Source: an optimization exercise on an open RTL-to-GDS flow (aim: small area, a short achievable clock period and few clock cycles). Production flows keep margins and buffers that such runs may drop.
RTL that was checked went through simulation tests only; none was proved equivalent to the original.

==> inputs of run E <==
Design iir_line, start of the top module:
module iir_line #(
    parameter WORK_WORDS = 64,
    parameter MAX_CHANNELS = 4
) (
    input  wire        clk,
    input  wire        rst,
    input  wire        start,
    input  wire [6:0]  len,         
    input  wire [2:0]  chans,       
    input  wire [31:0] a0a1,
    input  wire [31:0] a2a3,
    input  wire [31:0] b1b2,
    input  wire [31:0] cprev,
    input  wire [31:0] cnext,
    output wire        idle,
    input  wire        in_valid,
    output wire        in_ready,
    input  wire [31:0] in_data,
    output wire        out_valid,
    input  wire        out_ready,
    output wire [31:0] out_data
);
    reg [6:0]  len_r;
    reg [2:0]  chans_r;
    reg [31:0] k_r;
    always @(posedge clk) begin
        len_r   <= len;
        chans_r <= chans;
        k_r     <= b1b2;
    end
    wire        kn_nan_w, kn_inf_w, kn_zero_w, kn_s_w;
    wire [9:0]  kn_e_w;
    wire [23:0] kn_m_w;
    iir_unpack u_kunp (.w(k_r), .nan(kn_nan_w), .inf(kn_inf_w), .zero(kn_zero_w),
                       .s(kn_s_w), .e(kn_e_w), .m(kn_m_w));
    wire [4:0]  kn_tz_w;
    iir_tz u_ktz (.m(kn_m_w), .r(1'b0), .tz(kn_tz_w));
    reg        kn_nan, kn_inf, kn_zero, kn_s;
    reg [9:0]  kn_e;
    reg [23:0] kn_m;
    reg [4:0]  kn_tz;
    always @(posedge clk) begin
  ...
export LEC_CHECK = 0
export CAP_MARGIN = 20
export CORE_MARGIN = 2
export CORE_UTILIZATION = 30
export PLACE_DENSITY = 0.5
export SLEW_MARGIN = 20
create_clock -name core_clock -period 72.0 [get_ports {clk}]
standard.sh (not shown) runs the stock make flow with config.mk's settings and CLKGATE_MAP_FILE= SYNTH_SCRIPT=/design/flow/synth_recipe.tcl, a recipe that flattens the netlist after the stock synthesis.
==> flow/flow/run.sh <==
#!/bin/bash
set -o pipefail
bash standard.sh SETUP_SLACK_MARGIN=52 finish 2>&1 | tee make_finish.log
==> run M (differences from run E) <==
==> flow/run.sh (new file) <==
#!/bin/bash
# synth_recipe.tcl (not shown) runs the flow's synth.tcl, then flattens the netlist and writes it again
# the make line also repeats each setting of config.mk as NAME=value (left out here)
make -C /OpenROAD-flow-scripts/flow DESIGN_CONFIG=/design/flow/config.mk WORK_HOME=/design/flow/orfs CLKGATE_MAP_FILE= SYNTH_SCRIPT=/design/flow/synth_recipe.tcl finish
removed: flow/flow/run.sh
removed: flow/standard.sh
==> comparison <==
Run M went through all stages and came out clean. Run E finished clean.
In area after synthesis, run M and run E do not differ.
In synthesized cell count, run M and run E do not differ.
In run M the global-route usage is higher than in run E, by 0.16 points.
In run E the cell area is larger than in run M, by 2.3%.
Between run M and run E, the lower clock skew is in run E (gap 2.7 ps).
Testbench counts of run E, summed over its fixed seeds: cycles 16,008.
Testbench counts of run M, summed over its fixed seeds: cycles 16,008.

==> 09-17 <==
Another version of the RTL of iir_line (not shown whole).
export LEC_CHECK = 0
export CAP_MARGIN = 20
export CORE_MARGIN = 2
export CORE_UTILIZATION = 55
export CTS_BUF_LIST = sky130_fd_sc_hd__clkbuf_8
export PLACE_DENSITY = 0.75
export SLEW_MARGIN = 20
create_clock -name core_clock -period 72.0 [get_ports {clk}]
==> flow/flow/run.sh <==
#!/bin/bash
set -o pipefail
bash standard.sh SETUP_SLACK_MARGIN=56 "BUFFER_PORTS_ARGS=-buffer_cell sky130_fd_sc_hd__buf_2" finish 2>&1 | tee make_finish.log
==> 01-08 (differences from 09-17) <==
--- a/flow/design.v
+++ b/flow/design.v
@@ -117,23 +117,17 @@
     wire        d1   = (d == 11'd1);
     wire        d2   = (d == 11'd2);
     wire        near = esub & (dm1 | d0 | d1 | d2);
     wire [9:0]  eb   = xb ? x_e : ye;
     wire [24:0] bm  = xb ? x_m : y;
     wire [24:0] sm  = xb ? y : x_m;
     wire [27:0] sf0 = {sm, 3'b000};
     wire [27:0] sfs = sf0 >> fsh;
-    wire [27:0] lostm;              
-    genvar k;
-    generate
-        for (k = 0; k < 28; k = k + 1) begin : g_lost
-            assign lostm[k] = (k < fsh);
-        end
-    endgenerate
+    wire [27:0] lostm = ~(28'hFFFFFFF << fsh);
     wire        fst = |(sf0 & lostm);
     wire [27:0] sfa = sfs | {27'd0, fst};
     wire [28:0] bf  = {1'b0, bm, 3'b000};
     wire [28:0] fr  = esub ? (bf - {1'b0, sfa}) : (bf + {1'b0, sfa});
     reg  [23:0] fm;
     reg         fg, fs;
     reg  [9:0]  fe;
     always @* begin
@@ -208,33 +202,22 @@
 );
     wire [47:0] p    = ps + pc;
     wire        top  = p[47];
     wire        sub  = e0[9] | (e0 == 10'd0);
     wire [9:0]  lsub = 10'd24 - e0;
     wire [5:0]  ls   = (~lsub[9] & (lsub > 10'd48)) ? 6'd49 : lsub[5:0];
     wire [5:0]  lA   = sub ? ls : 6'd23;
     wire [5:0]  lB   = sub ? ls : 6'd24;
-    wire [49:0] ohA, ohB;           
-    wire [48:0] mkA, mkB;           
-    genvar k;
-    generate
-        for (k = 0; k < 50; k = k + 1) begin : g_oh
-            assign ohA[k] = (lA == k);
-            assign ohB[k] = (lB == k);
-        end
-        for (k = 0; k < 49; k = k + 1) begin : g_mk
-            assign mkA[k] = (k < lA);
-            assign mkB[k] = (k < lB);
-        end
-    endgenerate
+    wire [49:0] ohA  = 50'd1 << lA;
+    wire [49:0] ohB  = 50'd1 << lB;
     wire        stA  = ({1'b0, tzp} < ({1'b0, lA} - 7'd1));
     wire        stB  = ({1'b0, tzp} < ({1'b0, lB} - 7'd1));
     wire [49:0] oh   = top ? ohB : ohA;
-    wire [48:0] mask = top ? mkB : mkA;
+    wire [48:0] mask = oh[48:0] - 49'd1;
     wire        st   = top ? stB : stA;
     wire [48:0] px   = {1'b0, p};
     wire        g    = |(px & oh[49:1]);
     wire        l    = |(px & oh[48:0]);
     wire        inc  = g & (st | l);
     wire [48:0] ru   = (px | mask) + 49'd1;
     wire [48:0] rd   = px & ~mask;
     wire [48:0] r    = inc ? ru : rd;
@@ -2158,23 +2141,17 @@
     wire        close = (d == 11'd0) | (d == 11'd1) | (d == 11'h7FF);
     wire        near  = esub & close;
     wire [9:0]  eb    = xbig ? xe : ye;
     wire [24:0] bm = xbig ? xm : ym;
     wire [24:0] sm = xbig ? ym : xm;
     wire [4:0]  fsh = (ad > 11'd27) ? 5'd28 : ad[4:0];
     wire [27:0] sf0 = {sm, 3'b000};
     wire [27:0] sfs = sf0 >> fsh;
-    wire [27:0] lostm;              
-    genvar k;
-    generate
-        for (k = 0; k < 28; k = k + 1) begin : g_lost
-            assign lostm[k] = (k < fsh);
-        end
-    endgenerate
+    wire [27:0] lostm = ~(28'hFFFFFFF << fsh);
     wire        fst = |(sf0 & lostm);
     wire [27:0] sfa = sfs | {27'd0, fst};
     wire [28:0] bf  = {1'b0, bm, 3'b000};
     wire [28:0] fr  = esub ? (bf - {1'b0, sfa}) : (bf + {1'b0, sfa});
     reg  [23:0] fm;
     reg         fg, fs;
     reg  [9:0]  fe;
     always @* begin
@@ -2539,26 +2516,26 @@
                     addr_t = addr + 6'd1 - {3'd0, chans_r};
                 end
             end else begin
                 addr_t = addr + 6'd1 - {2'd0, chans_r, 1'b0};
             end
         end
     end
     always @(posedge clk) begin
-        if (rst) begin
+        if (!busy && start) begin
             in_pass <= 1'b0;
             pc      <= 7'd0;
             ch      <= 3'd0;
             addr    <= 6'd0;
         end else if (acc_now) begin
-            in_pass <= pass_t & ~last_word;
-            pc      <= last_word ? 7'd0 : pc_t;
-            ch      <= last_word ? 3'd0 : ch_t;
-            addr    <= last_word ? 6'd0 : addr_t;
+            in_pass <= pass_t;
+            pc      <= pc_t;
+            ch      <= ch_t;
+            addr    <= addr_t;
         end
         if (!rst) in_done <= done_n;
     end
     always @(posedge clk) begin
         if (!rdy_n) begin
             x_r     <= in_data;
             x_pass  <= in_pass;
             x_first <= in_first;
@@ -2589,25 +2566,25 @@
             if (s2_v) begin
                 st0 <= st0_d;
                 if (!s2_seed) begin
                     st1 <= (chans_r == 3'd2) ? n_st : st2;
                     st2 <= (chans_r == 3'd3) ? n_st : st3;
                     st3 <= n_st;
                 end
             end
+            s3_pass <= s2_pass;
+            s3_last <= s2_last;
+            s3_addr <= s2_addr;
             fu_nan  <= fw_nan;
             fu_inf  <= fw_inf;
             fu_zero <= fw_zero;
             fu_s    <= fw_s;
             fu_e    <= fw_e;
             fu_m    <= fw_m;
-            s3_pass <= s2_pass;
-            s3_last <= s2_last;
-            s3_addr <= s2_addr;
         end else if (!stall) begin
             st0 <= st0_d;               
         end
         if (!stall && s3_v && !s3_pass)
             work[s3_addr] <= b_w;
         if (sk_v) begin
             if (o_free) begin
                 o_data <= sk_data;
==> flow/flow/run.sh (replaced) <==
#!/bin/bash
set -o pipefail
bash standard.sh SETUP_SLACK_MARGIN=56 finish 2>&1 | tee make_finish.log
Settings changed: CTS_BUF_LIST sky130_fd_sc_hd__clkbuf_8 to default.
==> comparison <==
09-17 completed without violations. 01-08 ran to the end with no violations. Of 09-17 and 01-08, 01-08 has the higher setup slack (gap 0.11 ns). In 09-17 the clock-buffer cell count is higher than in 01-08, by 96. Between 09-17 and 01-08, the lower clock skew is in 01-08 (gap 0.088 ns). Against 01-08, the first-iteration DRC count of 09-17 is higher by about 7%.
==> figures <==
| item | 01-08 | 09-17 |
|---|---|---|
| Final area over synthesized area | 1.103x | 1.104x |
| Clkbuf count | 278 | 374 |
| Area fraction of the dominant cell type after synthesis | 40.0% | 40.3% |
| Routed length on met3 | 114000 um | 129000 um |
| WHS Endpoint | s2_addr[3]$_DFFE_PP_ | s3_last$_DFFE_PP_ |
| Final worst setup slack | 56.04 ns | 55.93 ns |
| Slew of the pin with the lowest slew margin | 1.31 ns | 1.27 ns |
| Run status | finished clean | finished clean |
No run of this note included a check of the RTL's function; only the layout flow was run.

## port drivers added, routing unchanged
How much do the figures lean on ideal ports? The routed layouts below were timed once more, with nothing changed but the port constraints.
Step 1 assumes that a clkbuf_16 drives the clock port and a buf_2 every other input.
Step 2, shift: input delay + t, output delay - t, t = (earliest + latest rising clock arrival at the registers) / 2. This alone moves slack from input paths to output paths.
Three values: no drivers, after step 1, after step 2; two values: the first two.
| run | shift t [ns] | setup WS [ns] | hold WS [ns] | slew at the worst register clock pin (ns) | cell pins on the clock port's net |
|---|---|---|---|---|---|
| run E | 1.008 | 52.068 / 52.068 / 52.068 | 0.408 / 0.408 / 0.408 | 0.09 / 0.09 | 1 |
| run M | 1.021 | 47.700 / 47.700 / 47.700 | 0.366 / 0.366 / 0.366 | 0.07 / 0.07 | 1 |
| 09-17 | 1.125 | 55.926 / 55.809 / 55.440 | 0.369 / 0.369 / 0.369 | 0.08 / 0.08 | 1 |
| 01-08 | 0.993 | 56.039 / 55.937 / 55.218 | 0.401 / 0.401 / 0.401 | 0.08 / 0.08 | 1 |
After both steps setup and hold are still met in every run listed. For 01-08, which loses most, drivers alone change the setup slack by -0.102 ns; drivers and shift together by -0.821 ns.
